This design comes from an exercise in tuning for small area on the open sky130 flow, not from production work. Function was checked by simulation only, so behaviour that the tests miss may differ from the original. Power is estimated from default activity; no workload was simulated.

<file path="design/flow/config.mk">
export PLATFORM = sky130hd
export DESIGN_NAME = sce
export DESIGN_NICKNAME = sce
export VERILOG_FILES = /design/flow/design.v
export SDC_FILE = /design/flow/constraint.sdc
export NUM_CORES = 4
export LEC_CHECK = 0
export CAP_MARGIN = 20
export CORE_MARGIN = 2
export CORE_UTILIZATION = 40
export CTS_BUF_LIST = sky130_fd_sc_hd__clkbuf_8
export SLEW_MARGIN = 20
export SYNTH_MEMORY_MAX_BITS = 32768
</file>
<file path="design/flow/constraint.sdc">
create_clock -name core_clock -period 18.0 [get_ports {clk}]
set_input_delay 3.6000 -clock core_clock [delete_from_list [all_inputs] [get_ports {clk}]]
set_output_delay 3.6000 -clock core_clock [all_outputs]
set_load 0.01 [all_outputs]
</file>
<file path="design/flow/design.v">
module sce (
    input  wire        clk,
    input  wire        rst,           
    input  wire        strobe,        
    input  wire        bus_valid,
    input  wire        bus_write,
    input  wire [7:0]  bus_addr,
    input  wire [31:0] bus_wdata,
    output wire        bus_ready,
    output reg  [31:0] bus_rdata,
    output reg         bus_err,
    input  wire        ready_in,
    input  wire        fault_in,
    output wire [7:0]  pwm_a,
    output wire [7:0]  pwm_b,
    output wire [7:0]  pwm_c,
    output wire        en_a,
    output wire        en_b,
    output wire        en_c,
    output wire        drv_reset,
    output wire        drv_sleep,
    output wire        led_success,
    output wire        led_fault
);
    localparam [23:0] M3000 = 24'hBB8000;    
    localparam [3:0] S_IDLE  = 4'd0,
                     S_ALIGN = 4'd1,
                     S_ADD   = 4'd2,
                     S_NORM  = 4'd3,
                     S_ROUND = 4'd4,
                     S_POST  = 4'd5,
                     S_FMOD  = 4'd6,
                     S_FIDX  = 4'd7,
                     S_FNORM = 4'd8,
                     S_PACK  = 4'd9,
                     S_IDX   = 4'd10,
                     S_LK0   = 4'd11,
                     S_LK1   = 4'd12,
                     S_LK2   = 4'd13;
    reg        arm, en_a_r, en_b_r, en_c_r, drv_reset_r, drv_sleep_r;
    reg        ind_success, ind_fault, halted;
    reg [31:0] speed;
    reg [31:0] phase;
    reg [7:0]  duty0, duty1, duty2;
    reg [3:0]  state;
    reg        h, g, rr;      
    reg        st;            
    reg        cy;            
    reg [7:0]  e;             
    reg [5:0]  jc;            
    reg [11:0] idx;           
    reg        sub;           
    reg        psm;           
    reg        op2;           
    reg        xneg;          
    reg        fm;            
    reg        negm;          
    wire busy = (state != S_IDLE);
    assign bus_ready = !busy && !strobe;
    wire acc     = bus_valid && bus_ready;
    wire wr_ctrl = acc && bus_write && (bus_addr == 8'h00);
    wire wr_spd  = acc && bus_write && (bus_addr == 8'h08);
    always @(*) begin
        bus_rdata = 32'd0;
        bus_err   = 1'b0;
        if (bus_write) begin
            bus_err = !(bus_addr == 8'h00 || bus_addr == 8'h08);
        end else begin
            case (bus_addr)
                8'h00: bus_rdata = {24'd0, ind_fault, ind_success, drv_sleep_r, drv_reset_r,
                                    en_c_r, en_b_r, en_a_r, arm};
                8'h04: bus_rdata = {29'd0, halted, fault_in, ready_in};
                8'h08: bus_rdata = speed;
                8'h0C: bus_rdata = phase;
                8'h10: bus_rdata = {24'd0, duty0};
                8'h14: bus_rdata = {24'd0, duty1};
                8'h18: bus_rdata = {24'd0, duty2};
                default: bus_err = 1'b1;
            endcase
        end
    end
    wire [7:0] exp_p = phase[30:23];
    wire [7:0] exp_s = speed[30:23];
    wire       hid_p = (exp_p != 8'd0);
    wire       hid_s = (exp_s != 8'd0);
    wire [7:0] ep1   = {exp_p[7:1], exp_p[0] | ~hid_p};
    wire [7:0] es1   = {exp_s[7:1], exp_s[0] | ~hid_s};
    wire       psm0  = (es1 >= ep1);
    wire       es_big = (exp_s >= 8'd164);    
    wire [7:0] target = op2 ? 8'd138 : (psm ? es1 : ep1);
    wire       fneg   = op2 & fm;     
    wire       speed_nonfinite = (exp_s == 8'hff);
    wire       sbit = (jc < 6'd23) ? speed[jc[4:0]] : ((jc == 6'd23) & hid_s);
    wire       cbit = (jc < 6'd24) & M3000[jc[4:0]];
    wire       opb  = op2 ? cbit : sbit;
    wire s_idle  = (state == S_IDLE);
    wire s_align = (state == S_ALIGN);
    wire s_add   = (state == S_ADD);
    wire s_norm  = (state == S_NORM);
    wire s_round = (state == S_ROUND);
    wire s_post  = (state == S_POST);
    wire s_fmod  = (state == S_FMOD);
    wire s_fidx  = (state == S_FIDX);
    wire s_fnorm = (state == S_FNORM);
    wire s_pack  = (state == S_PACK);
    wire s_idx   = (state == S_IDX);
    wire go       = s_idle & strobe & arm & ~halted & ~speed_nonfinite;
    wire halt_now = s_idle & strobe & arm & ~halted & speed_nonfinite;
    wire fl       = (e[7:1] == 7'd0);         
    wire al_done  = s_align & (e == target);
    wire al_short = s_align & ~al_done & psm & ~op2 & es_big;
    wire al_cap   = s_align & ~al_done & ~al_short & (jc == 6'd26);
    wire al_step  = s_align & ~al_done & ~al_short & ~al_cap;
    wire add_end  = s_add & (e == 8'd25);
    wire nm_r     = s_norm & ~sub & cy;
    wire nm_l     = s_norm & ~nm_r & sub & ~h & ~fl & (jc != 6'd26);
    wire nm_done  = s_norm & ~nm_r & ~nm_l;
    wire rnd_end  = s_round & ((jc == 6'd25 & ~fm) | (jc == 6'd26));
    wire post_neg = s_post & negm;
    wire post_fm  = s_post & ~negm & fm;
    wire post_dir = s_post & ~negm & ~fm;
    wire post_op2 = post_dir & xneg & ~op2;
    wire fm_end   = s_fmod & (e == 8'd137);
    wire fm_step  = s_fmod & ~fm_end;
    wire fn_step  = s_fnorm & ~h & (e != 8'd114);
    wire ix_take  = s_idx & (e >= 8'd127);
    wire aa     = rr ^ (s_round ? negm : (sub & (fl | psm)));
    wire bb     = (s_add & ~fl) & (opb ^ (sub & ~psm));
    wire s_sum  = aa ^ bb ^ cy;
    wire co_sum = (aa & bb) | (cy & (aa ^ bb));
    wire rnd    = g & (rr | st | phase[0]);
    wire s_rnd  = (jc < 6'd2) ? 1'b0 : ((jc == 6'd26) ? cy : s_sum);
    wire shr    = (al_step & psm) | s_add | nm_r | s_round;
    wire shl    = nm_l | fm_step | fn_step | s_idx;
    wire clr    = al_short | (s_pack & is3000);
    wire shr_in = (s_add & s_sum) | (s_round & s_rnd) | nm_r;
    wire shl_in = s_idx ? h : g;
    wire [9:0] mt   = {h, phase[22:14]};
    wire [8:0] mres = (mt >= 10'd375) ? (mt - 10'd375) : mt[8:0];
    wire [8:0] topl = fm_step ? mres : mt[8:0];    
    wire is3000 = (e == 8'd138) & h & (phase[22:0] == M3000[22:0]);
    wire e_inc = al_step | (s_add & ~add_end) | nm_r | (post_dir & cy);
    wire e_dec = nm_l | fm_step | fn_step | ix_take;
    wire [7:0] e_pm = e + (e_dec ? 8'hff : 8'd1);
    function [6:0] qrom;
        input [9:0] j;
        begin
            case (j)
                10'd0: qrom = 7'd0;
                10'd1: qrom = 7'd0;
                10'd2: qrom = 7'd0;
                10'd3: qrom = 7'd0;
                10'd4: qrom = 7'd1;
                10'd5: qrom = 7'd1;
                10'd6: qrom = 7'd1;
                10'd7: qrom = 7'd1;
                10'd8: qrom = 7'd2;
                10'd9: qrom = 7'd2;
                10'd10: qrom = 7'd2;
                10'd11: qrom = 7'd2;
                10'd12: qrom = 7'd3;
                10'd13: qrom = 7'd3;
                10'd14: qrom = 7'd3;
                10'd15: qrom = 7'd4;
                10'd16: qrom = 7'd4;
                10'd17: qrom = 7'd4;
                10'd18: qrom = 7'd4;
                10'd19: qrom = 7'd5;
                10'd20: qrom = 7'd5;
                10'd21: qrom = 7'd5;
                10'd22: qrom = 7'd5;
                10'd23: qrom = 7'd6;
                10'd24: qrom = 7'd6;
                10'd25: qrom = 7'd6;
                10'd26: qrom = 7'd6;
                10'd27: qrom = 7'd7;
                10'd28: qrom = 7'd7;
                10'd29: qrom = 7'd7;
                10'd30: qrom = 7'd8;
                10'd31: qrom = 7'd8;
                10'd32: qrom = 7'd8;
                10'd33: qrom = 7'd8;
                10'd34: qrom = 7'd9;
                10'd35: qrom = 7'd9;
                10'd36: qrom = 7'd9;
                10'd37: qrom = 7'd9;
                10'd38: qrom = 7'd10;
                10'd39: qrom = 7'd10;
                10'd40: qrom = 7'd10;
                10'd41: qrom = 7'd10;
                10'd42: qrom = 7'd11;
                10'd43: qrom = 7'd11;
                10'd44: qrom = 7'd11;
                10'd45: qrom = 7'd11;
                10'd46: qrom = 7'd12;
                10'd47: qrom = 7'd12;
                10'd48: qrom = 7'd12;
                10'd49: qrom = 7'd13;
                10'd50: qrom = 7'd13;
                10'd51: qrom = 7'd13;
                10'd52: qrom = 7'd13;
                10'd53: qrom = 7'd14;
                10'd54: qrom = 7'd14;
                10'd55: qrom = 7'd14;
                10'd56: qrom = 7'd14;
                10'd57: qrom = 7'd15;
                10'd58: qrom = 7'd15;
                10'd59: qrom = 7'd15;
                10'd60: qrom = 7'd15;
                10'd61: qrom = 7'd16;
                10'd62: qrom = 7'd16;
                10'd63: qrom = 7'd16;
                10'd64: qrom = 7'd17;
                10'd65: qrom = 7'd17;
                10'd66: qrom = 7'd17;
                10'd67: qrom = 7'd17;
                10'd68: qrom = 7'd18;
                10'd69: qrom = 7'd18;
                10'd70: qrom = 7'd18;
                10'd71: qrom = 7'd18;
                10'd72: qrom = 7'd19;
                10'd73: qrom = 7'd19;
                10'd74: qrom = 7'd19;
                10'd75: qrom = 7'd19;
                10'd76: qrom = 7'd20;
                10'd77: qrom = 7'd20;
                10'd78: qrom = 7'd20;
                10'd79: qrom = 7'd20;
                10'd80: qrom = 7'd21;
                10'd81: qrom = 7'd21;
                10'd82: qrom = 7'd21;
                10'd83: qrom = 7'd22;
                10'd84: qrom = 7'd22;
                10'd85: qrom = 7'd22;
                10'd86: qrom = 7'd22;
                10'd87: qrom = 7'd23;
                10'd88: qrom = 7'd23;
                10'd89: qrom = 7'd23;
                10'd90: qrom = 7'd23;
                10'd91: qrom = 7'd24;
                10'd92: qrom = 7'd24;
                10'd93: qrom = 7'd24;
                10'd94: qrom = 7'd24;
                10'd95: qrom = 7'd25;
                10'd96: qrom = 7'd25;
                10'd97: qrom = 7'd25;
                10'd98: qrom = 7'd25;
                10'd99: qrom = 7'd26;
                10'd100: qrom = 7'd26;
                10'd101: qrom = 7'd26;
                10'd102: qrom = 7'd27;
                10'd103: qrom = 7'd27;
                10'd104: qrom = 7'd27;
                10'd105: qrom = 7'd27;
                10'd106: qrom = 7'd28;
                10'd107: qrom = 7'd28;
                10'd108: qrom = 7'd28;
                10'd109: qrom = 7'd28;
                10'd110: qrom = 7'd29;
                10'd111: qrom = 7'd29;
                10'd112: qrom = 7'd29;
                10'd113: qrom = 7'd29;
                10'd114: qrom = 7'd30;
                10'd115: qrom = 7'd30;
                10'd116: qrom = 7'd30;
                10'd117: qrom = 7'd30;
                10'd118: qrom = 7'd31;
                10'd119: qrom = 7'd31;
                10'd120: qrom = 7'd31;
                10'd121: qrom = 7'd31;
                10'd122: qrom = 7'd32;
                10'd123: qrom = 7'd32;
                10'd124: qrom = 7'd32;
                10'd125: qrom = 7'd32;
                10'd126: qrom = 7'd33;
                10'd127: qrom = 7'd33;
                10'd128: qrom = 7'd33;
                10'd129: qrom = 7'd34;
                10'd130: qrom = 7'd34;
                10'd131: qrom = 7'd34;
                10'd132: qrom = 7'd34;
                10'd133: qrom = 7'd35;
                10'd134: qrom = 7'd35;
                10'd135: qrom = 7'd35;
                10'd136: qrom = 7'd35;
                10'd137: qrom = 7'd36;
                10'd138: qrom = 7'd36;
                10'd139: qrom = 7'd36;
                10'd140: qrom = 7'd36;
                10'd141: qrom = 7'd37;
                10'd142: qrom = 7'd37;
                10'd143: qrom = 7'd37;
                10'd144: qrom = 7'd37;
                10'd145: qrom = 7'd38;
                10'd146: qrom = 7'd38;
                10'd147: qrom = 7'd38;
                10'd148: qrom = 7'd38;
                10'd149: qrom = 7'd39;
                10'd150: qrom = 7'd39;
                10'd151: qrom = 7'd39;
                10'd152: qrom = 7'd39;
                10'd153: qrom = 7'd40;
                10'd154: qrom = 7'd40;
                10'd155: qrom = 7'd40;
                10'd156: qrom = 7'd40;
                10'd157: qrom = 7'd41;
                10'd158: qrom = 7'd41;
                10'd159: qrom = 7'd41;
                10'd160: qrom = 7'd41;
                10'd161: qrom = 7'd42;
                10'd162: qrom = 7'd42;
                10'd163: qrom = 7'd42;
                10'd164: qrom = 7'd42;
                10'd165: qrom = 7'd43;
                10'd166: qrom = 7'd43;
                10'd167: qrom = 7'd43;
                10'd168: qrom = 7'd43;
                10'd169: qrom = 7'd44;
                10'd170: qrom = 7'd44;
                10'd171: qrom = 7'd44;
                10'd172: qrom = 7'd44;
                10'd173: qrom = 7'd45;
                10'd174: qrom = 7'd45;
                10'd175: qrom = 7'd45;
                10'd176: qrom = 7'd45;
                10'd177: qrom = 7'd46;
                10'd178: qrom = 7'd46;
                10'd179: qrom = 7'd46;
                10'd180: qrom = 7'd46;
                10'd181: qrom = 7'd47;
                10'd182: qrom = 7'd47;
                10'd183: qrom = 7'd47;
                10'd184: qrom = 7'd47;
                10'd185: qrom = 7'd48;
                10'd186: qrom = 7'd48;
                10'd187: qrom = 7'd48;
                10'd188: qrom = 7'd48;
                10'd189: qrom = 7'd49;
                10'd190: qrom = 7'd49;
                10'd191: qrom = 7'd49;
                10'd192: qrom = 7'd49;
                10'd193: qrom = 7'd50;
                10'd194: qrom = 7'd50;
                10'd195: qrom = 7'd50;
                10'd196: qrom = 7'd50;
                10'd197: qrom = 7'd51;
                10'd198: qrom = 7'd51;
                10'd199: qrom = 7'd51;
                10'd200: qrom = 7'd51;
                10'd201: qrom = 7'd52;
                10'd202: qrom = 7'd52;
                10'd203: qrom = 7'd52;
                10'd204: qrom = 7'd52;
                10'd205: qrom = 7'd53;
                10'd206: qrom = 7'd53;
                10'd207: qrom = 7'd53;
                10'd208: qrom = 7'd53;
                10'd209: qrom = 7'd54;
                10'd210: qrom = 7'd54;
                10'd211: qrom = 7'd54;
                10'd212: qrom = 7'd54;
                10'd213: qrom = 7'd55;
                10'd214: qrom = 7'd55;
                10'd215: qrom = 7'd55;
                10'd216: qrom = 7'd55;
                10'd217: qrom = 7'd55;
                10'd218: qrom = 7'd56;
                10'd219: qrom = 7'd56;
                10'd220: qrom = 7'd56;
                10'd221: qrom = 7'd56;
                10'd222: qrom = 7'd57;
                10'd223: qrom = 7'd57;
                10'd224: qrom = 7'd57;
                10'd225: qrom = 7'd57;
                10'd226: qrom = 7'd58;
                10'd227: qrom = 7'd58;
                10'd228: qrom = 7'd58;
                10'd229: qrom = 7'd58;
                10'd230: qrom = 7'd59;
                10'd231: qrom = 7'd59;
                10'd232: qrom = 7'd59;
                10'd233: qrom = 7'd59;
                10'd234: qrom = 7'd60;
                10'd235: qrom = 7'd60;
                10'd236: qrom = 7'd60;
                10'd237: qrom = 7'd60;
                10'd238: qrom = 7'd60;
                10'd239: qrom = 7'd61;
                10'd240: qrom = 7'd61;
                10'd241: qrom = 7'd61;
                10'd242: qrom = 7'd61;
                10'd243: qrom = 7'd62;
                10'd244: qrom = 7'd62;
                10'd245: qrom = 7'd62;
                10'd246: qrom = 7'd62;
                10'd247: qrom = 7'd63;
                10'd248: qrom = 7'd63;
                10'd249: qrom = 7'd63;
                10'd250: qrom = 7'd63;
                10'd251: qrom = 7'd63;
                10'd252: qrom = 7'd64;
                10'd253: qrom = 7'd64;
                10'd254: qrom = 7'd64;
                10'd255: qrom = 7'd64;
                10'd256: qrom = 7'd65;
                10'd257: qrom = 7'd65;
                10'd258: qrom = 7'd65;
                10'd259: qrom = 7'd65;
                10'd260: qrom = 7'd66;
                10'd261: qrom = 7'd66;
                10'd262: qrom = 7'd66;
                10'd263: qrom = 7'd66;
                10'd264: qrom = 7'd66;
                10'd265: qrom = 7'd67;
                10'd266: qrom = 7'd67;
                10'd267: qrom = 7'd67;
                10'd268: qrom = 7'd67;
                10'd269: qrom = 7'd68;
                10'd270: qrom = 7'd68;
                10'd271: qrom = 7'd68;
                10'd272: qrom = 7'd68;
                10'd273: qrom = 7'd68;
                10'd274: qrom = 7'd69;
                10'd275: qrom = 7'd69;
                10'd276: qrom = 7'd69;
                10'd277: qrom = 7'd69;
                10'd278: qrom = 7'd70;
                10'd279: qrom = 7'd70;
                10'd280: qrom = 7'd70;
                10'd281: qrom = 7'd70;
                10'd282: qrom = 7'd71;
                10'd283: qrom = 7'd71;
                10'd284: qrom = 7'd71;
                10'd285: qrom = 7'd71;
                10'd286: qrom = 7'd71;
                10'd287: qrom = 7'd72;
                10'd288: qrom = 7'd72;
                10'd289: qrom = 7'd72;
                10'd290: qrom = 7'd72;
                10'd291: qrom = 7'd72;
                10'd292: qrom = 7'd73;
                10'd293: qrom = 7'd73;
                10'd294: qrom = 7'd73;
                10'd295: qrom = 7'd73;
                10'd296: qrom = 7'd74;
                10'd297: qrom = 7'd74;
                10'd298: qrom = 7'd74;
                10'd299: qrom = 7'd74;
                10'd300: qrom = 7'd74;
                10'd301: qrom = 7'd75;
                10'd302: qrom = 7'd75;
                10'd303: qrom = 7'd75;
                10'd304: qrom = 7'd75;
                10'd305: qrom = 7'd76;
                10'd306: qrom = 7'd76;
                10'd307: qrom = 7'd76;
                10'd308: qrom = 7'd76;
                10'd309: qrom = 7'd76;
                10'd310: qrom = 7'd77;
                10'd311: qrom = 7'd77;
                10'd312: qrom = 7'd77;
                10'd313: qrom = 7'd77;
                10'd314: qrom = 7'd77;
                10'd315: qrom = 7'd78;
                10'd316: qrom = 7'd78;
                10'd317: qrom = 7'd78;
                10'd318: qrom = 7'd78;
                10'd319: qrom = 7'd78;
                10'd320: qrom = 7'd79;
                10'd321: qrom = 7'd79;
                10'd322: qrom = 7'd79;
                10'd323: qrom = 7'd79;
                10'd324: qrom = 7'd80;
                10'd325: qrom = 7'd80;
                10'd326: qrom = 7'd80;
                10'd327: qrom = 7'd80;
                10'd328: qrom = 7'd80;
                10'd329: qrom = 7'd81;
                10'd330: qrom = 7'd81;
                10'd331: qrom = 7'd81;
                10'd332: qrom = 7'd81;
                10'd333: qrom = 7'd81;
                10'd334: qrom = 7'd82;
                10'd335: qrom = 7'd82;
                10'd336: qrom = 7'd82;
                10'd337: qrom = 7'd82;
                10'd338: qrom = 7'd82;
                10'd339: qrom = 7'd83;
                10'd340: qrom = 7'd83;
                10'd341: qrom = 7'd83;
                10'd342: qrom = 7'd83;
                10'd343: qrom = 7'd83;
                10'd344: qrom = 7'd84;
                10'd345: qrom = 7'd84;
                10'd346: qrom = 7'd84;
                10'd347: qrom = 7'd84;
                10'd348: qrom = 7'd84;
                10'd349: qrom = 7'd85;
                10'd350: qrom = 7'd85;
                10'd351: qrom = 7'd85;
                10'd352: qrom = 7'd85;
                10'd353: qrom = 7'd85;
                10'd354: qrom = 7'd86;
                10'd355: qrom = 7'd86;
                10'd356: qrom = 7'd86;
                10'd357: qrom = 7'd86;
                10'd358: qrom = 7'd86;
                10'd359: qrom = 7'd87;
                10'd360: qrom = 7'd87;
                10'd361: qrom = 7'd87;
                10'd362: qrom = 7'd87;
                10'd363: qrom = 7'd87;
                10'd364: qrom = 7'd88;
                10'd365: qrom = 7'd88;
                10'd366: qrom = 7'd88;
                10'd367: qrom = 7'd88;
                10'd368: qrom = 7'd88;
                10'd369: qrom = 7'd89;
                10'd370: qrom = 7'd89;
                10'd371: qrom = 7'd89;
                10'd372: qrom = 7'd89;
                10'd373: qrom = 7'd89;
                10'd374: qrom = 7'd89;
                10'd375: qrom = 7'd90;
                10'd376: qrom = 7'd90;
                10'd377: qrom = 7'd90;
                10'd378: qrom = 7'd90;
                10'd379: qrom = 7'd90;
                10'd380: qrom = 7'd91;
                10'd381: qrom = 7'd91;
                10'd382: qrom = 7'd91;
                10'd383: qrom = 7'd91;
                10'd384: qrom = 7'd91;
                10'd385: qrom = 7'd92;
                10'd386: qrom = 7'd92;
                10'd387: qrom = 7'd92;
                10'd388: qrom = 7'd92;
                10'd389: qrom = 7'd92;
                10'd390: qrom = 7'd92;
                10'd391: qrom = 7'd93;
                10'd392: qrom = 7'd93;
                10'd393: qrom = 7'd93;
                10'd394: qrom = 7'd93;
                10'd395: qrom = 7'd93;
                10'd396: qrom = 7'd94;
                10'd397: qrom = 7'd94;
                10'd398: qrom = 7'd94;
                10'd399: qrom = 7'd94;
                10'd400: qrom = 7'd94;
                10'd401: qrom = 7'd94;
                10'd402: qrom = 7'd95;
                10'd403: qrom = 7'd95;
                10'd404: qrom = 7'd95;
                10'd405: qrom = 7'd95;
                10'd406: qrom = 7'd95;
                10'd407: qrom = 7'd95;
                10'd408: qrom = 7'd96;
                10'd409: qrom = 7'd96;
                10'd410: qrom = 7'd96;
                10'd411: qrom = 7'd96;
                10'd412: qrom = 7'd96;
                10'd413: qrom = 7'd97;
                10'd414: qrom = 7'd97;
                10'd415: qrom = 7'd97;
                10'd416: qrom = 7'd97;
                10'd417: qrom = 7'd97;
                10'd418: qrom = 7'd97;
                10'd419: qrom = 7'd98;
                10'd420: qrom = 7'd98;
                10'd421: qrom = 7'd98;
                10'd422: qrom = 7'd98;
                10'd423: qrom = 7'd98;
                10'd424: qrom = 7'd98;
                10'd425: qrom = 7'd99;
                10'd426: qrom = 7'd99;
                10'd427: qrom = 7'd99;
                10'd428: qrom = 7'd99;
                10'd429: qrom = 7'd99;
                10'd430: qrom = 7'd99;
                10'd431: qrom = 7'd100;
                10'd432: qrom = 7'd100;
                10'd433: qrom = 7'd100;
                10'd434: qrom = 7'd100;
                10'd435: qrom = 7'd100;
                10'd436: qrom = 7'd100;
                10'd437: qrom = 7'd101;
                10'd438: qrom = 7'd101;
                10'd439: qrom = 7'd101;
                10'd440: qrom = 7'd101;
                10'd441: qrom = 7'd101;
                10'd442: qrom = 7'd101;
                10'd443: qrom = 7'd102;
                10'd444: qrom = 7'd102;
                10'd445: qrom = 7'd102;
                10'd446: qrom = 7'd102;
                10'd447: qrom = 7'd102;
                10'd448: qrom = 7'd102;
                10'd449: qrom = 7'd102;
                10'd450: qrom = 7'd103;
                10'd451: qrom = 7'd103;
                10'd452: qrom = 7'd103;
                10'd453: qrom = 7'd103;
                10'd454: qrom = 7'd103;
                10'd455: qrom = 7'd103;
                10'd456: qrom = 7'd104;
                10'd457: qrom = 7'd104;
                10'd458: qrom = 7'd104;
                10'd459: qrom = 7'd104;
                10'd460: qrom = 7'd104;
                10'd461: qrom = 7'd104;
                10'd462: qrom = 7'd105;
                10'd463: qrom = 7'd105;
                10'd464: qrom = 7'd105;
                10'd465: qrom = 7'd105;
                10'd466: qrom = 7'd105;
                10'd467: qrom = 7'd105;
                10'd468: qrom = 7'd105;
                10'd469: qrom = 7'd106;
                10'd470: qrom = 7'd106;
                10'd471: qrom = 7'd106;
                10'd472: qrom = 7'd106;
                10'd473: qrom = 7'd106;
                10'd474: qrom = 7'd106;
                10'd475: qrom = 7'd106;
                10'd476: qrom = 7'd107;
                10'd477: qrom = 7'd107;
                10'd478: qrom = 7'd107;
                10'd479: qrom = 7'd107;
                10'd480: qrom = 7'd107;
                10'd481: qrom = 7'd107;
                10'd482: qrom = 7'd107;
                10'd483: qrom = 7'd108;
                10'd484: qrom = 7'd108;
                10'd485: qrom = 7'd108;
                10'd486: qrom = 7'd108;
                10'd487: qrom = 7'd108;
                10'd488: qrom = 7'd108;
                10'd489: qrom = 7'd108;
                10'd490: qrom = 7'd109;
                10'd491: qrom = 7'd109;
                10'd492: qrom = 7'd109;
                10'd493: qrom = 7'd109;
                10'd494: qrom = 7'd109;
                10'd495: qrom = 7'd109;
                10'd496: qrom = 7'd109;
                10'd497: qrom = 7'd110;
                10'd498: qrom = 7'd110;
                10'd499: qrom = 7'd110;
                10'd500: qrom = 7'd110;
                10'd501: qrom = 7'd110;
                10'd502: qrom = 7'd110;
                10'd503: qrom = 7'd110;
                10'd504: qrom = 7'd110;
                10'd505: qrom = 7'd111;
                10'd506: qrom = 7'd111;
                10'd507: qrom = 7'd111;
                10'd508: qrom = 7'd111;
                10'd509: qrom = 7'd111;
                10'd510: qrom = 7'd111;
                10'd511: qrom = 7'd111;
                10'd512: qrom = 7'd111;
                10'd513: qrom = 7'd112;
                10'd514: qrom = 7'd112;
                10'd515: qrom = 7'd112;
                10'd516: qrom = 7'd112;
                10'd517: qrom = 7'd112;
                10'd518: qrom = 7'd112;
                10'd519: qrom = 7'd112;
                10'd520: qrom = 7'd112;
                10'd521: qrom = 7'd113;
                10'd522: qrom = 7'd113;
                10'd523: qrom = 7'd113;
                10'd524: qrom = 7'd113;
                10'd525: qrom = 7'd113;
                10'd526: qrom = 7'd113;
                10'd527: qrom = 7'd113;
                10'd528: qrom = 7'd113;
                10'd529: qrom = 7'd114;
                10'd530: qrom = 7'd114;
                10'd531: qrom = 7'd114;
                10'd532: qrom = 7'd114;
                10'd533: qrom = 7'd114;
                10'd534: qrom = 7'd114;
                10'd535: qrom = 7'd114;
                10'd536: qrom = 7'd114;
                10'd537: qrom = 7'd115;
                10'd538: qrom = 7'd115;
                10'd539: qrom = 7'd115;
                10'd540: qrom = 7'd115;
                10'd541: qrom = 7'd115;
                10'd542: qrom = 7'd115;
                10'd543: qrom = 7'd115;
                10'd544: qrom = 7'd115;
                10'd545: qrom = 7'd115;
                10'd546: qrom = 7'd116;
                10'd547: qrom = 7'd116;
                10'd548: qrom = 7'd116;
                10'd549: qrom = 7'd116;
                10'd550: qrom = 7'd116;
                10'd551: qrom = 7'd116;
                10'd552: qrom = 7'd116;
                10'd553: qrom = 7'd116;
                10'd554: qrom = 7'd116;
                10'd555: qrom = 7'd117;
                10'd556: qrom = 7'd117;
                10'd557: qrom = 7'd117;
                10'd558: qrom = 7'd117;
                10'd559: qrom = 7'd117;
                10'd560: qrom = 7'd117;
                10'd561: qrom = 7'd117;
                10'd562: qrom = 7'd117;
                10'd563: qrom = 7'd117;
                10'd564: qrom = 7'd117;
                10'd565: qrom = 7'd118;
                10'd566: qrom = 7'd118;
                10'd567: qrom = 7'd118;
                10'd568: qrom = 7'd118;
                10'd569: qrom = 7'd118;
                10'd570: qrom = 7'd118;
                10'd571: qrom = 7'd118;
                10'd572: qrom = 7'd118;
                10'd573: qrom = 7'd118;
                10'd574: qrom = 7'd118;
                10'd575: qrom = 7'd119;
                10'd576: qrom = 7'd119;
                10'd577: qrom = 7'd119;
                10'd578: qrom = 7'd119;
                10'd579: qrom = 7'd119;
                10'd580: qrom = 7'd119;
                10'd581: qrom = 7'd119;
                10'd582: qrom = 7'd119;
                10'd583: qrom = 7'd119;
                10'd584: qrom = 7'd119;
                10'd585: qrom = 7'd119;
                10'd586: qrom = 7'd120;
                10'd587: qrom = 7'd120;
                10'd588: qrom = 7'd120;
                10'd589: qrom = 7'd120;
                10'd590: qrom = 7'd120;
                10'd591: qrom = 7'd120;
                10'd592: qrom = 7'd120;
                10'd593: qrom = 7'd120;
                10'd594: qrom = 7'd120;
                10'd595: qrom = 7'd120;
                10'd596: qrom = 7'd120;
                10'd597: qrom = 7'd121;
                10'd598: qrom = 7'd121;
                10'd599: qrom = 7'd121;
                10'd600: qrom = 7'd121;
                10'd601: qrom = 7'd121;
                10'd602: qrom = 7'd121;
                10'd603: qrom = 7'd121;
                10'd604: qrom = 7'd121;
                10'd605: qrom = 7'd121;
                10'd606: qrom = 7'd121;
                10'd607: qrom = 7'd121;
                10'd608: qrom = 7'd121;
                10'd609: qrom = 7'd121;
                10'd610: qrom = 7'd122;
                10'd611: qrom = 7'd122;
                10'd612: qrom = 7'd122;
                10'd613: qrom = 7'd122;
                10'd614: qrom = 7'd122;
                10'd615: qrom = 7'd122;
                10'd616: qrom = 7'd122;
                10'd617: qrom = 7'd122;
                10'd618: qrom = 7'd122;
                10'd619: qrom = 7'd122;
                10'd620: qrom = 7'd122;
                10'd621: qrom = 7'd122;
                10'd622: qrom = 7'd122;
                10'd623: qrom = 7'd123;
                10'd624: qrom = 7'd123;
                10'd625: qrom = 7'd123;
                10'd626: qrom = 7'd123;
                10'd627: qrom = 7'd123;
                10'd628: qrom = 7'd123;
                10'd629: qrom = 7'd123;
                10'd630: qrom = 7'd123;
                10'd631: qrom = 7'd123;
                10'd632: qrom = 7'd123;
                10'd633: qrom = 7'd123;
                10'd634: qrom = 7'd123;
                10'd635: qrom = 7'd123;
                10'd636: qrom = 7'd123;
                10'd637: qrom = 7'd123;
                10'd638: qrom = 7'd124;
                10'd639: qrom = 7'd124;
                10'd640: qrom = 7'd124;
                10'd641: qrom = 7'd124;
                10'd642: qrom = 7'd124;
                10'd643: qrom = 7'd124;
                10'd644: qrom = 7'd124;
                10'd645: qrom = 7'd124;
                10'd646: qrom = 7'd124;
                10'd647: qrom = 7'd124;
                10'd648: qrom = 7'd124;
                10'd649: qrom = 7'd124;
                10'd650: qrom = 7'd124;
                10'd651: qrom = 7'd124;
                10'd652: qrom = 7'd124;
                10'd653: qrom = 7'd124;
                10'd654: qrom = 7'd124;
                10'd655: qrom = 7'd124;
                10'd656: qrom = 7'd125;
                10'd657: qrom = 7'd125;
                10'd658: qrom = 7'd125;
                10'd659: qrom = 7'd125;
                10'd660: qrom = 7'd125;
                10'd661: qrom = 7'd125;
                10'd662: qrom = 7'd125;
                10'd663: qrom = 7'd125;
                10'd664: qrom = 7'd125;
                10'd665: qrom = 7'd125;
                10'd666: qrom = 7'd125;
                10'd667: qrom = 7'd125;
                10'd668: qrom = 7'd125;
                10'd669: qrom = 7'd125;
                10'd670: qrom = 7'd125;
                10'd671: qrom = 7'd125;
                10'd672: qrom = 7'd125;
                10'd673: qrom = 7'd125;
                10'd674: qrom = 7'd125;
                10'd675: qrom = 7'd125;
                10'd676: qrom = 7'd125;
                10'd677: qrom = 7'd126;
                10'd678: qrom = 7'd126;
                10'd679: qrom = 7'd126;
                10'd680: qrom = 7'd126;
                10'd681: qrom = 7'd126;
                10'd682: qrom = 7'd126;
                10'd683: qrom = 7'd126;
                10'd684: qrom = 7'd126;
                10'd685: qrom = 7'd126;
                10'd686: qrom = 7'd126;
                10'd687: qrom = 7'd126;
                10'd688: qrom = 7'd126;
                10'd689: qrom = 7'd126;
                10'd690: qrom = 7'd126;
                10'd691: qrom = 7'd126;
                10'd692: qrom = 7'd126;
                10'd693: qrom = 7'd126;
                10'd694: qrom = 7'd126;
                10'd695: qrom = 7'd126;
                10'd696: qrom = 7'd126;
                10'd697: qrom = 7'd126;
                10'd698: qrom = 7'd126;
                10'd699: qrom = 7'd126;
                10'd700: qrom = 7'd126;
                10'd701: qrom = 7'd126;
                10'd702: qrom = 7'd126;
                10'd703: qrom = 7'd126;
                10'd704: qrom = 7'd126;
                10'd705: qrom = 7'd126;
                10'd706: qrom = 7'd126;
                10'd707: qrom = 7'd126;
                10'd708: qrom = 7'd127;
                10'd709: qrom = 7'd127;
                10'd710: qrom = 7'd127;
                10'd711: qrom = 7'd127;
                10'd712: qrom = 7'd127;
                10'd713: qrom = 7'd127;
                10'd714: qrom = 7'd127;
                10'd715: qrom = 7'd127;
                10'd716: qrom = 7'd127;
                10'd717: qrom = 7'd127;
                10'd718: qrom = 7'd127;
                10'd719: qrom = 7'd127;
                10'd720: qrom = 7'd127;
                10'd721: qrom = 7'd127;
                10'd722: qrom = 7'd127;
                10'd723: qrom = 7'd127;
                10'd724: qrom = 7'd127;
                10'd725: qrom = 7'd127;
                10'd726: qrom = 7'd127;
                10'd727: qrom = 7'd127;
                10'd728: qrom = 7'd127;
                10'd729: qrom = 7'd127;
                10'd730: qrom = 7'd127;
                10'd731: qrom = 7'd127;
                10'd732: qrom = 7'd127;
                10'd733: qrom = 7'd127;
                10'd734: qrom = 7'd127;
                10'd735: qrom = 7'd127;
                10'd736: qrom = 7'd127;
                10'd737: qrom = 7'd127;
                10'd738: qrom = 7'd127;
                10'd739: qrom = 7'd127;
                10'd740: qrom = 7'd127;
                10'd741: qrom = 7'd127;
                10'd742: qrom = 7'd127;
                10'd743: qrom = 7'd127;
                10'd744: qrom = 7'd127;
                10'd745: qrom = 7'd127;
                10'd746: qrom = 7'd127;
                10'd747: qrom = 7'd127;
                10'd748: qrom = 7'd127;
                10'd749: qrom = 7'd127;
                10'd750: qrom = 7'd127;
                default: qrom = 7'd0;
            endcase
        end
    endfunction
    wire        ic1  = (idx >= 12'd751);
    wire        ic2  = (idx >= 12'd1500);
    wire        ic3  = (idx >= 12'd2251);
    wire        ineg = ic1 ^ ic2 ^ ic3;
    wire [11:0] ik   = ic3 ? 12'd3000 : (ic2 ? 12'd2596 : (ic1 ? 12'd1500 : 12'd0));
    wire [11:0] ij   = (idx ^ {12{ineg}}) + ik + {11'd0, ineg};
    wire [6:0]  iv   = qrom(ij[9:0]);
    wire        ijz  = (ij[9:0] == 10'd0);
    wire [7:0]  tval = ic2 ? (ijz ? 8'h80 : {1'b0, ~iv}) : {1'b1, iv};
    wire [11:0] idxn = idx + ((idx >= 12'd2000) ? 12'd2096 : 12'd1000);
    reg [3:0] state_n;
    always @(*) begin
        state_n = state;
        case (state)
            S_IDLE:  if (go) state_n = S_ALIGN;
            S_ALIGN: if (al_done) state_n = S_ADD;
            S_ADD:   if (add_end) state_n = fneg ? S_FIDX : ((sub & ~co_sum) ? S_ROUND : S_NORM);
            S_NORM:  if (nm_done) state_n = S_ROUND;
            S_ROUND: if (rnd_end) state_n = S_POST;
            S_POST:  state_n = negm ? S_NORM : (fm ? S_FMOD : ((xneg & ~op2) ? S_ALIGN : S_PACK));
            S_FMOD:  if (fm_end) state_n = xneg ? S_ALIGN : S_FIDX;
            S_FIDX:  state_n = S_FNORM;
            S_FNORM: if (!fn_step) state_n = S_PACK;
            S_PACK:  state_n = fm ? S_LK0 : S_IDX;
            S_IDX:   if (jc == 6'd23) state_n = S_LK0;
            S_LK0:   state_n = S_LK1;
            S_LK1:   state_n = S_LK2;
            default: state_n = S_IDLE;
        endcase
    end
    always @(posedge clk) begin
        if (rst) begin
            arm         <= 1'b0;
            en_a_r      <= 1'b0;
            en_b_r      <= 1'b0;
            en_c_r      <= 1'b0;
            drv_reset_r <= 1'b0;
            drv_sleep_r <= 1'b0;
            ind_success <= 1'b0;
            ind_fault   <= 1'b0;
            halted      <= 1'b0;
            speed       <= 32'd0;
            duty0       <= 8'd0;
            duty1       <= 8'd0;
            duty2       <= 8'd0;
            state       <= S_IDLE;
        end else begin
            state <= state_n;
            if (wr_ctrl) begin
                if (!halted) begin
                    arm    <= bus_wdata[0];
                    en_a_r <= bus_wdata[1];
                    en_b_r <= bus_wdata[2];
                    en_c_r <= bus_wdata[3];
                end else begin
                    arm    <= 1'b0;
                    en_a_r <= 1'b0;
                    en_b_r <= 1'b0;
                    en_c_r <= 1'b0;
                end
                drv_reset_r <= bus_wdata[4];
                drv_sleep_r <= bus_wdata[5];
                ind_success <= bus_wdata[6];
                if (bus_wdata[7])
                    ind_fault <= 1'b1;
            end
            if (wr_spd)
                speed <= bus_wdata;
            if (halt_now) begin
                halted <= 1'b1;
                arm    <= 1'b0;
                en_a_r <= 1'b0;
                en_b_r <= 1'b0;
                en_c_r <= 1'b0;
            end
            if (go && fault_in)
                ind_fault <= 1'b1;
            if (state == S_LK0) duty0 <= tval;
            if (state == S_LK1) duty1 <= tval;
            if (state == S_LK2) duty2 <= tval;
        end
    end
    always @(posedge clk) begin
        if (rst || clr) begin
            phase[22:0] <= 23'd0;
        end else if (shr) begin
            phase[22:0] <= {h, phase[22:1]};
        end else if (shl) begin
            phase[22:0] <= {topl[7:0], phase[13:0], shl_in};
        end
        if (rst || (s_pack && is3000)) begin
            phase[31:23] <= 9'd0;
        end else if (s_pack) begin
            phase[31:23] <= {1'b0, h ? e[7:0] : 8'd0};
        end
    end
    always @(posedge clk) begin
        if (go)
            h <= hid_p;
        else if (clr)
            h <= 1'b0;
        else if (shr)
            h <= shr_in;
        else if (shl)
            h <= topl[8];
        else if (post_dir && cy)
            h <= 1'b1;
        if (go || clr) begin
            g  <= 1'b0;
            rr <= 1'b0;
        end else if (shr) begin
            g  <= phase[0];
            rr <= g;
        end else if (shl) begin
            g  <= rr;
            rr <= 1'b0;
        end else if (al_step) begin      
            g  <= sbit;
            rr <= g;
        end
        if (go || clr || post_op2 || fm_end)
            st <= 1'b0;
        else if (al_step || nm_r)
            st <= st | rr;
        if (al_done)
            cy <= sub & ~st;
        else if (s_add)
            cy <= co_sum;
        else if (nm_r)
            cy <= 1'b0;
        else if (s_round && jc == 6'd0)
            cy <= negm | rnd;
        else if (s_round && jc >= 6'd2)
            cy <= aa & cy;
        if (go)
            e <= psm0 ? ep1 : es1;
        else if (al_done)
            e <= 8'd0;
        else if (al_short || al_cap || add_end)
            e <= target;
        else if (s_fidx || (fm_end && xneg))
            e <= 8'd138;
        else if (e_inc || e_dec)
            e <= e_pm;
        if (go || (al_done && psm) || add_end || nm_done || post_neg || post_op2 || s_pack)
            jc <= 6'd0;
        else if (al_step || (s_add && !fl) || nm_l || s_round || s_idx)
            jc <= jc + 6'd1;
        if (s_fidx)
            idx <= {h, phase[22:12]};
        else if (s_pack && !fm)
            idx <= 12'd0;
        else if (ix_take)
            idx <= {idx[10:0], h};
        else if (state == S_LK0 || state == S_LK1)
            idx <= idxn;
        if (go) begin
            sub  <= speed[31];
            psm  <= psm0;
            xneg <= psm0 & speed[31];
            op2  <= 1'b0;
            negm <= 1'b0;
            fm   <= 1'b0;
        end
        if (add_end && !fneg && sub && !co_sum) begin
            negm <= 1'b1;
            xneg <= ~xneg;
        end
        if (post_neg)
            negm <= 1'b0;
        if (nm_done)
            fm <= ~op2 & (e >= 8'd138);
        if (post_op2 || (fm_end && xneg)) begin
            op2  <= 1'b1;
            psm  <= 1'b1;
            sub  <= 1'b1;
            xneg <= 1'b0;
        end
    end
    assign pwm_a       = duty0;
    assign pwm_b       = duty1;
    assign pwm_c       = duty2;
    assign en_a        = en_a_r;
    assign en_b        = en_b_r;
    assign en_c        = en_c_r;
    assign drv_reset   = drv_reset_r;
    assign drv_sleep   = drv_sleep_r;
    assign led_success = ind_success;
    assign led_fault   = ind_fault;
endmodule
</file>
<file path="design/flow/run.sh">
#!/bin/bash
# synth_recipe.tcl (not shown) runs the flow's synth.tcl, then flattens the netlist and writes it again
# the make line also repeats each setting of config.mk as NAME=value (left out here)
make -C /OpenROAD-flow-scripts/flow DESIGN_CONFIG=/design/flow/config.mk WORK_HOME=/design/flow/orfs CLKGATE_MAP_FILE= SYNTH_SCRIPT=/design/flow/synth_recipe.tcl finish
</file>
==> metrics.yaml, run 1 <==
syn_nets: 1669
fp.dieArea_mm2: 0.0312
grt_max_degree: 68
grt_pass1_wl_um: 63200
ctsResizeCount: 0
cp-startpoint: "bus_addr[0]"
tightest_slew_ns: 1.06
reg2regPathDepth: 24
cp-endpoint: "bus_rdata[17]"
cts_buffers: 17
setup_viol: 0
grt_use_total: 0.252
worstSetupPathType: "input pin to primary output"
dp_hpwl_um: 28600
final_common_cell: "nand2_1"
synthArstFlopShare: 0
drtPass1Iterations: 6
rsz0062_at_grt: "false"
dieWidth_um: 177
r2r-start: "idx[5]$_DFFE_PP_"
grt_pass1_vias: 11500
synthCells: 1571
synth-edff-count: 23
postSynthAreaPerCell_um2: 7.58
seq_area_frac_synth: 0.250
grt_overflow: 0
num_vias: 12400
yosysUniqueCellTypes: 98
reg2reg_to: "duty0[2]$_SDFFE_PP0P_"
finalSetupTns_ns: 0
skew_ns: 0.0139
gp_congestion: 0.911
root_buffer: "clkbuf_8"
cellLeakagePower_nw: 4.59
rows: 63
ys_warn_count: 1
power_density_mw_per_mm2: 50.4
max_freq_mhz: 95.8
ys_ff_latch: 137
hold_viol: 0
max-cap-violations: 0
cp_max_fo: 23
holdWs_ns: 0.475
fin_crit_sh: 0.580
hold_path.startpoint: "speed[6]$_SDFFE_PP0P_"
slew-limit-headroom: 0.286
insertion_delay_ns: 0.46
cts_hold_buf: 0
clk_pin_slew_ns: 0.09
ant_nets: 0
wl_um: 40100
avgViaCountPerCell: 6.21
htree_levels: 4
cp-end-kind: "primary output"
drt_iter0_markers: 1263
maxSlewViolCount: 0
cts_buffer_depth: 2
diodes: 0
hold_class: "register to register"
num_io_pins: 112
final_cell_mix: "217 x nand2_1, 151 x a21oi_1, 149 x nor2_1"
syn2layout_area_growth_pct: 14.0
r2r_slack_ns: 10.20
fin_nets: 1697
nFillCells: 2970
clock-sinks: 137
route.detailed.drc: 0
layout_min_cycle_time_ns: 10.44
power_mw: 0.684
synth-main-ff-cell: "dfxtp_1"
final_layout_size_suffix_gt1_frac: 0.0763
cts_tree: "done"
synth_area_mm2: 0.0119
antenna_found_initial: 0
fp.coreArea_mm2: 0.0295
port_buffers: 111
status: "timing/DRC/antenna clean"
crit_arrival_ns: 6.84
crit_required_ns: 14.40
start_kind: "input pin"
die_y_um: 177
initial_utilization: 0.404
routedWlPerCell_um: 20.0
ir_worst_vdd_mv: 0.0395
postCtsSetupBuffers: 0
-- through the flow --
step                utilization  worst slack [ns]  instance area, µm²  std cells
finish                    0.460              7.56               13600       2002
global route              0.460              7.35               13600       2002
CTS                       0.460              7.48               13600       2002
detailed placement        0.445              7.49               13100       1970
global placement          0.445              7.54               13100       1970
floorplan                     -              8.90               11900       1571
-- worst min path at each step --
stage          depth (start not counted)                      to  slack [ns]
2_1_floorplan                          2   speed[1]$_SDFFE_PP0P_        0.45
3_3_place_gp                           2  speed[22]$_SDFFE_PP0P_        0.46
3_5_place_dp                           2   speed[6]$_SDFFE_PP0P_        0.46
4_1_cts                                2   speed[6]$_SDFFE_PP0P_        0.47
5_1_grt                                2  speed[22]$_SDFFE_PP0P_        0.49
6_report                               2   speed[6]$_SDFFE_PP0P_        0.48
-- sequential cells by signal (all words and copies together), names as in the netlist, 9 cells and up --
register  flops
idx          12
speed        32
mt            9
phase        14
-- worst max-delay path: stages --
cell             delay (ns)
clkdlybuf4s50_1        0.39
or4_1                  0.57
or3_1                  0.35
nor2_1                 0.23
and2_1                 0.77
a22oi_1                0.21
nor2_1                 0.14
clkdlybuf4s50_1        0.56
-- synth_stat cells (7+ instances only) --
| cell | instances | area [µm²] |
|---|---|---|
| and3_1 | 7 | 43.8 |
| nand3_1 | 45 | 225 |
| buf_6 | 8 | 90.1 |
| a31oi_1 | 17 | 106 |
| a211oi_1 | 21 | 158 |
| o21ai_1 | 7 | 35.0 |
| edfxtp_1 | 23 | 691 |
| ha_1 | 48 | 601 |
| nand4_1 | 27 | 169 |
| or3_1 | 12 | 75.1 |
| a21o_1 | 20 | 150 |
| xnor2_1 | 37 | 324 |
| mux4_2 | 7 | 158 |
| o22ai_1 | 13 | 81.3 |
| xor2_1 | 14 | 123 |
| inv_1 | 45 | 169 |
| o211ai_1 | 14 | 105 |
| dfxtp_1 | 114 | 2280 |
| nor4_1 | 17 | 106 |
| mux2i_1 | 49 | 490 |
| nor2b_1 | 7 | 43.8 |
| a311oi_1 | 14 | 123 |
| and2_1 | 7 | 43.8 |
| nor3_1 | 30 | 150 |
| buf_1 | 10 | 37.5 |
| a22oi_1 | 51 | 383 |
| o31ai_1 | 7 | 52.6 |
| nor3b_1 | 10 | 75.1 |
| buf_2 | 23 | 115 |
| o2111ai_1 | 10 | 87.6 |
| a221oi_1 | 14 | 123 |
| clkbuf_1 | 77 | 289 |
| nor2_1 | 151 | 567 |
| a21oi_1 | 152 | 761 |
| o21bai_1 | 9 | 67.6 |
| nand2_1 | 218 | 818 |
| or2_2 | 8 | 50.1 |
| o21ai_0 | 71 | 355 |
| nand2b_1 | 17 | 106 |
-- layer usage --
metal,GRT usage,up-vias,part of all wire
li1,-,5878,-
met1,0.350,5928,0.45
met2,0.406,566,0.46
met3,0.0349,70,0.067
met4,0.0768,0,0.022
met5,0,-,0
-- where the power goes --
group	leakage [nW]	switching (mW)	internal, mW
clock network	0.227	0.140	0.155
registers	1.14	0.0180	0.316
logic	3.23	0.0239	0.0314
-- cell type report --
type,instances,area (µm²),area share
clock buffer,17,234,0.0172
clock inverter,15,215,0.0159
inverter,47,181,0.0134
multi-input combinational,1264,8220,0.605
sequential,137,2970,0.219
tap,390,488,0.0359
timing repair buffer,132,1260,0.0931
-- kinds of logic after synthesis --
family,count (synthesis),share of synthesized area
AO/OA/AOI/OAI,511,0.296
flip-flops,137,0.250
AND/OR/NAND/NOR,584,0.229
multiplexers,64,0.0625
buffers and inverters,170,0.0627
adder cells (fa/ha/maj),51,0.0555
XOR/XNOR,54,0.0445
==> run 2: changes to the inputs <==
==> design/flow/flow/run.sh (new file) <==
#!/bin/bash
# Own layout flow: the standard flow (standard.sh, ORFS from synthesis to
# the final layout) with two changes on make's command line:
#   SYNTH_SCRIPT       flow/area_synth.tcl: the standard synthesis with
#                      Yosys's default ABC mapping (see that file);
#   BUFFER_PORTS_ARGS  the port buffers that ORFS puts on every input and
#                      output are sky130_fd_sc_hd__buf_1 cells;
#   CTS_ARGS           clock tree buffers from CTS_BUF (below), sinks
#                      clustered by CTS_CLUSTER, no dummy loads.
# Everything else (floorplan, tap cells, power grid, placement, CTS,
# routing, the settings in config.mk) is the standard flow's. make's output
# goes to flow.log here; each ORFS step logs under orfs/logs/.
set -euo pipefail
cd "$(dirname "${BASH_SOURCE[0]}")/.."
work=$PWD
CTS_BUF=${CTS_BUF:-sky130_fd_sc_hd__clkbuf_8}
CTS_CLUSTER=${CTS_CLUSTER:-}
cts="-sink_clustering_enable -repair_clock_nets -buf_list $CTS_BUF -dont_use_dummy_load"
if [[ -n $CTS_CLUSTER ]]; then cts="$cts -sink_clustering_size $CTS_CLUSTER"; fi
grep -q 'SYNTH_SCRIPT=' standard.sh
sed -e "s#SYNTH_SCRIPT=[^ ]*#SYNTH_SCRIPT=$work/flow/area_synth.tcl 'BUFFER_PORTS_ARGS=-buffer_cell sky130_fd_sc_hd__buf_1' 'CTS_ARGS=$cts'#" \
    standard.sh > own_standard.sh
bash own_standard.sh finish > flow.log 2>&1
test -s out/final.def
==> design/flow/flow/area_synth.tcl (new file) <==
# The standard synthesis (synth_recipe.tcl in the work folder, sourced
# unchanged) with one difference: the combinational logic is mapped with
# Yosys's default ABC script for liberty libraries, instead of ORFS's
# abc_speed.script with its buffering and up-sizing. The flip-flops are
# mapped by dfflibmap before this step, so every register keeps the name
# and cell type the standard synthesis gives it.
proc abc {args} {
  foreach opt {-script -D -constr} {
    set i [lsearch -exact $args $opt]
    if { $i >= 0 } {
      set args [lreplace $args $i [expr {$i + 1}]]
    }
  }
  log_cmd yosys abc {*}$args
}
source [file join [file dirname [file dirname [file normalize [info script]]]] synth_recipe.tcl]
==> design/flow/standard.sh (new file) <==
#!/bin/bash
# synth_recipe.tcl (not shown) runs the flow's synth.tcl, then flattens the netlist and writes it again
# the make line also repeats each setting of config.mk as NAME=value (left out here)
make -C /OpenROAD-flow-scripts/flow DESIGN_CONFIG=/design/flow/config.mk WORK_HOME=/design/flow/orfs CLKGATE_MAP_FILE= SYNTH_SCRIPT=/design/flow/synth_recipe.tcl "${@:-finish}"
--- a/design/flow/config.mk
+++ b/design/flow/config.mk
@@ -8,6 +8,5 @@
 export CAP_MARGIN = 20
 export CORE_MARGIN = 2
 export CORE_UTILIZATION = 40
-export CTS_BUF_LIST = sky130_fd_sc_hd__clkbuf_8
 export SLEW_MARGIN = 20
 export SYNTH_MEMORY_MAX_BITS = 32768
removed: design/flow/run.sh
==> metrics.yaml, run 2 <==
status: "timing/DRC/antenna clean"  # unchanged
port_buffers: 111  # unchanged
maxSlewViolCount: 0  # unchanged
gr-usage-met1: 0.366  # was 0.350
diodes: 0  # unchanged
layoutNonFillerInstCount: 1810  # was 2002
postSynthAreaPerCell_um2: 7.47  # was 7.58 µm²
dpl_cell_area_mm2: 0.0110  # was 0.0131 mm²
clk_pin_slew_ns: 0.06  # was 0.09 ns
crit_required_ns: 14.40  # about the same
seq_area_frac_synth: 0.298  # was 0.250
cellLeakagePower_nw: 3.78  # was 4.59 nW
reg2reg_to: "duty0[0]$_SDFFE_PP0P_"  # was duty0[2]$_SDFFE_PP0P_
drtPass1Iterations: 6  # unchanged
dp_cells: 1793  # was 1970
seqCellArea_mm2: 0.00297  # unchanged
htree_levels: 4  # unchanged
fp.coreArea_mm2: 0.0244  # was 0.0295 mm²
max_freq_mhz: 110  # was 95.8 MHz
power_density_mw_per_mm2: 85.1  # was 50.4 mW/mm²
rsz0062_at_grt: "false"  # unchanged
num_vias: 11200  # was 12400
fin_area_mm2: 0.0112  # was 0.0136 mm²
slew-limit-headroom: 0.277  # was 0.286
antenna_found_initial: 0  # unchanged
hold_class: "register to register"  # unchanged
fp.dieArea_mm2: 0.0262  # was 0.0312 mm²
yosys.area.top_type: "dfxtp_1"  # unchanged
die_y_um: 162  # was 177 µm
synth-edff-count: 23  # unchanged
fin_ws_ns: 8.93  # was 7.56 ns
crit_arrival_ns: 5.47  # was 6.84 ns
drt_iter0_markers: 1164  # was 1263
finalSetupTns_ns: 0  # unchanged
yosysMostFrequentCell: "nor2_1"  # was nand2_1
num_io_pins: 112  # unchanged
place_ws_ns: 8.98  # was 7.49 ns
grt_use_met3: 0.0460  # was 0.0349
grt_pass1_wl_um: 54800  # was 63200 µm
synth_common_cells: "241 x nor2_1, 132 x nand2_1, 126 x a21oi_1"  # was 218 x nand2_1, 152 x a21oi_1, 151 x nor2_1
root_buffer: "clkbuf_8"  # unchanged
fin_nets: 1586  # was 1697
syn2layout_area_growth_pct: 12.7  # was 14.0%
reg2regPathDepth: 21  # was 24
cp-startpoint: "bus_addr[5]"  # was bus_addr[0]
yosys-top-cells-area: "dfxtp_1 23%, nor2_1 9.1%, edfxtp_1 6.9%"  # was dfxtp_1 19%, nand2_1 6.9%, a21oi_1 6.4%
largest_reg_flops: 32  # unchanged
r2r_slack_ns: 10.80  # was 10.20 ns
dp_hpwl_um: 25500  # was 28600 µm
grtUsageMet2: 0.394  # was 0.406
cp_cell_sequence: "buf_1 -> or4_1 -> nor2_1 -> a222oi_1 -> a21oi_1 -> buf_1"  # was clkdlybuf4s50_1 -> or4_1 -> or3_1 -> nor2_1 -> and2_1 -> a22oi_1 -> nor2_1 -> clkdlybuf4s50_1
crit_slowest_cell: "or4_1"  # was and2_1
nFillCells: 2564  # was 2970
grt_use_total: 0.258  # was 0.252
syn_nets: 1434  # was 1669
fin_crit_sh: 0.504  # was 0.580
cp_max_fo: 11  # was 23
grt_overflow: 0  # unchanged
ys_warn_count: 1  # unchanged
layout_min_cycle_time_ns: 9.07  # was 10.44 ns
ant_nets: 0  # unchanged
dieWidth_um: 162  # was 177 µm
tightest_slew_ns: 1.08  # was 1.06 ns
r2r-start: "idx[0]$_DFFE_PP_"  # was idx[5]$_DFFE_PP_
top_regs: "speed: 32 flops, phase: 14 flops, idx: 12 flops"  # unchanged
rows: 57  # was 63
postCtsSetupBuffers: 0  # unchanged
multi_input_area_mm2: 0.00689  # was 0.00822 mm²
final_common_cell: "nor2_1"  # was nand2_1
yosysUniqueCellTypes: 56  # was 98
utilization: 0.461  # was 0.460
clock-sinks: 137  # unchanged
avgViaCountPerCell: 6.17  # was 6.21
skew_ns: 0.0317  # was 0.0139 ns
ys_ff_latch: 137  # unchanged
grt_pass1_vias: 9981  # was 11500
initial_utilization: 0.409  # was 0.404
routedWlPerCell_um: 19.0  # was 20.0 µm
max-cap-violations: 0  # unchanged
insertion_delay_ns: 0.45  # was 0.46 ns
cpMostUsedCell: "buf_1"
wl_um: 34500  # was 40100 µm
synth-main-ff-cell: "dfxtp_1"  # unchanged
cts_tree: "done"  # unchanged
crit_path_max_incr_delay_ns: 0.63  # was 0.77 ns
setup_viol: 0  # unchanged
final_cell_mix: "238 x nor2_1, 132 x nand2_1, 126 x a21oi_1"  # was 217 x nand2_1, 151 x a21oi_1, 149 x nor2_1
holdWs_ns: 0.518  # was 0.475 ns
start_kind: "input pin"  # unchanged
ir_worst_vdd_mv: 0.0540  # was 0.0395 mV
cp-end-kind: "primary output"  # unchanged
power_mw: 0.957  # was 0.684 mW
synth_area_mm2: 0.00998  # was 0.0119 mm²
cts_buffer_depth: 2  # unchanged
synthCells: 1336  # was 1571
gp_congestion: 0.955  # was 0.911
final_layout_size_suffix_gt1_frac: 0.0377  # was 0.0763
grt_max_degree: 68  # unchanged
cp-endpoint: "bus_rdata[7]"  # was bus_rdata[17]
hold_viol: 0  # unchanged
grt_busiest_layer: "met2"  # unchanged
yosysTopAreaCellShare: 0.229  # was 0.192
route.detailed.drc: 0  # unchanged
cts_buffers: 17  # unchanged
cts_hold_buf: 0  # unchanged
worstSetupPathType: "input pin to primary output"  # unchanged
largest_register: "speed"  # unchanged
ctsResizeCount: 0  # unchanged
synthArstFlopShare: 0  # unchanged
[run 2: cell count changes after synthesis, moves of 12 or more]
| cell | previous run | this run |
|---|---|---|
| clkinv_1 | 0 | 42 |
| buf_2 | 23 | 0 |
| nor3_1 | 30 | 73 |
| o21ai_0 | 71 | 113 |
| inv_1 | 45 | 0 |
| mux2i_1 | 49 | 9 |
| nor2_1 | 151 | 241 |
| a21oi_1 | 152 | 126 |
| a21o_1 | 20 | 7 |
| a222oi_1 | 0 | 14 |
| a211oi_1 | 21 | 49 |
| nand2_1 | 218 | 132 |
| nand4_1 | 27 | 15 |
| clkbuf_1 | 77 | 0 |
[run 2: layout make-up]
type,instances,share of cell area
inverters,42,0.0140
clock buffers,17,0.0208
repair buffers,133,0.0519
well taps,324,0.0361
flip-flops and latches,137,0.264
multi-input cells,1157,0.613
[run 2: critical path, delay by kind of cell]
kind            cells  cell delay [ns]
simple gates        2             1.23
compound gates      2             0.40
buf+inv             2             0.24
[run 2: report_power, final]
| part | internal [mW] | switching, mW | total, mW | leakage [nW] |
|---|---|---|---|---|
| Clock | 0.0831 | 0.104 | 0.187 | 0.122 |
| Combinational | 0.132 | 0.208 | 0.340 | 2.53 |
| Sequential | 0.352 | 0.0780 | 0.430 | 1.13 |
[run 2: worst min-delay path by stage]
stage / start / to / slack, ns / cells past startpoint
6_report: speed[20]$_SDFFE_PP0P_ / speed[20]$_SDFFE_PP0P_ / 0.52 / 2
3_3_place_gp: speed[15]$_SDFFE_PP0P_ / speed[15]$_SDFFE_PP0P_ / 0.50 / 2
3_5_place_dp: phase[11]$_SDFFE_PP0P_ / phase[11]$_SDFFE_PP0P_ / 0.50 / 2
5_1_grt: phase[11]$_SDFFE_PP0P_ / phase[11]$_SDFFE_PP0P_ / 0.54 / 2
4_1_cts: g$_SDFFE_PP0P_ / rr$_SDFFE_PP0P_ / 0.51 / 2
2_1_floorplan: speed[31]$_SDFFE_PP0P_ / speed[31]$_SDFFE_PP0P_ / 0.45 / 2
[run 2: kinds of logic (layout without fill, tap and decap cells)]
| group | count (synthesis) | after routing | share of synthesized area |
|---|---|---|---|
| AOI/OAI and AO/OA | 457 | 457 | 0.290 |
| muxes | 18 | 18 | 0.0271 |
| DFF | 137 | 137 | 0.298 |
| and+or+nand+nor | 584 | 584 | 0.262 |
| xor gates and xnor gates | 47 | 47 | 0.0413 |
| buffers and inverters | 42 | 192 | 0.0158 |
| adders and majority gates | 51 | 51 | 0.0662 |
[run 2: layer usage]
metal,part of all wire,vias up
li1,-,5348
met1,0.44,5207
met2,0.45,553
met3,0.082,62
met4,0.024,0
met5,0,-

==> port drivers added, routing unchanged <==
The flow's constraints put no driver on any port. The routed layouts listed below were extracted and timed again, unchanged, in two steps.
Step 1 (the two cells are an assumption about what drives the block):
set clk [get_ports {clk}]
set_driving_cell -lib_cell sky130_fd_sc_hd__clkbuf_16 $clk
set_driving_cell -lib_cell sky130_fd_sc_hd__buf_2 [delete_from_list [all_inputs] $clk]
Step 2 times the ports against the registers' clock, not the clock port: input delays grow and output delays shrink by t, the midpoint of the rising clock arrivals with the driver on.
a / b / c = no drivers / after step 1 / after step 2; a / b = the first two.
run	t, ns	slack for setup (ns)	latest minus earliest clock arrival (ns)
run 1	0.496	7.564 / 7.541 / 7.541	0.017 / 0.017
run 2	0.480	8.928 / 8.905 / 8.905	0.032 / 0.032
After both steps setup and hold are still met in every run listed.
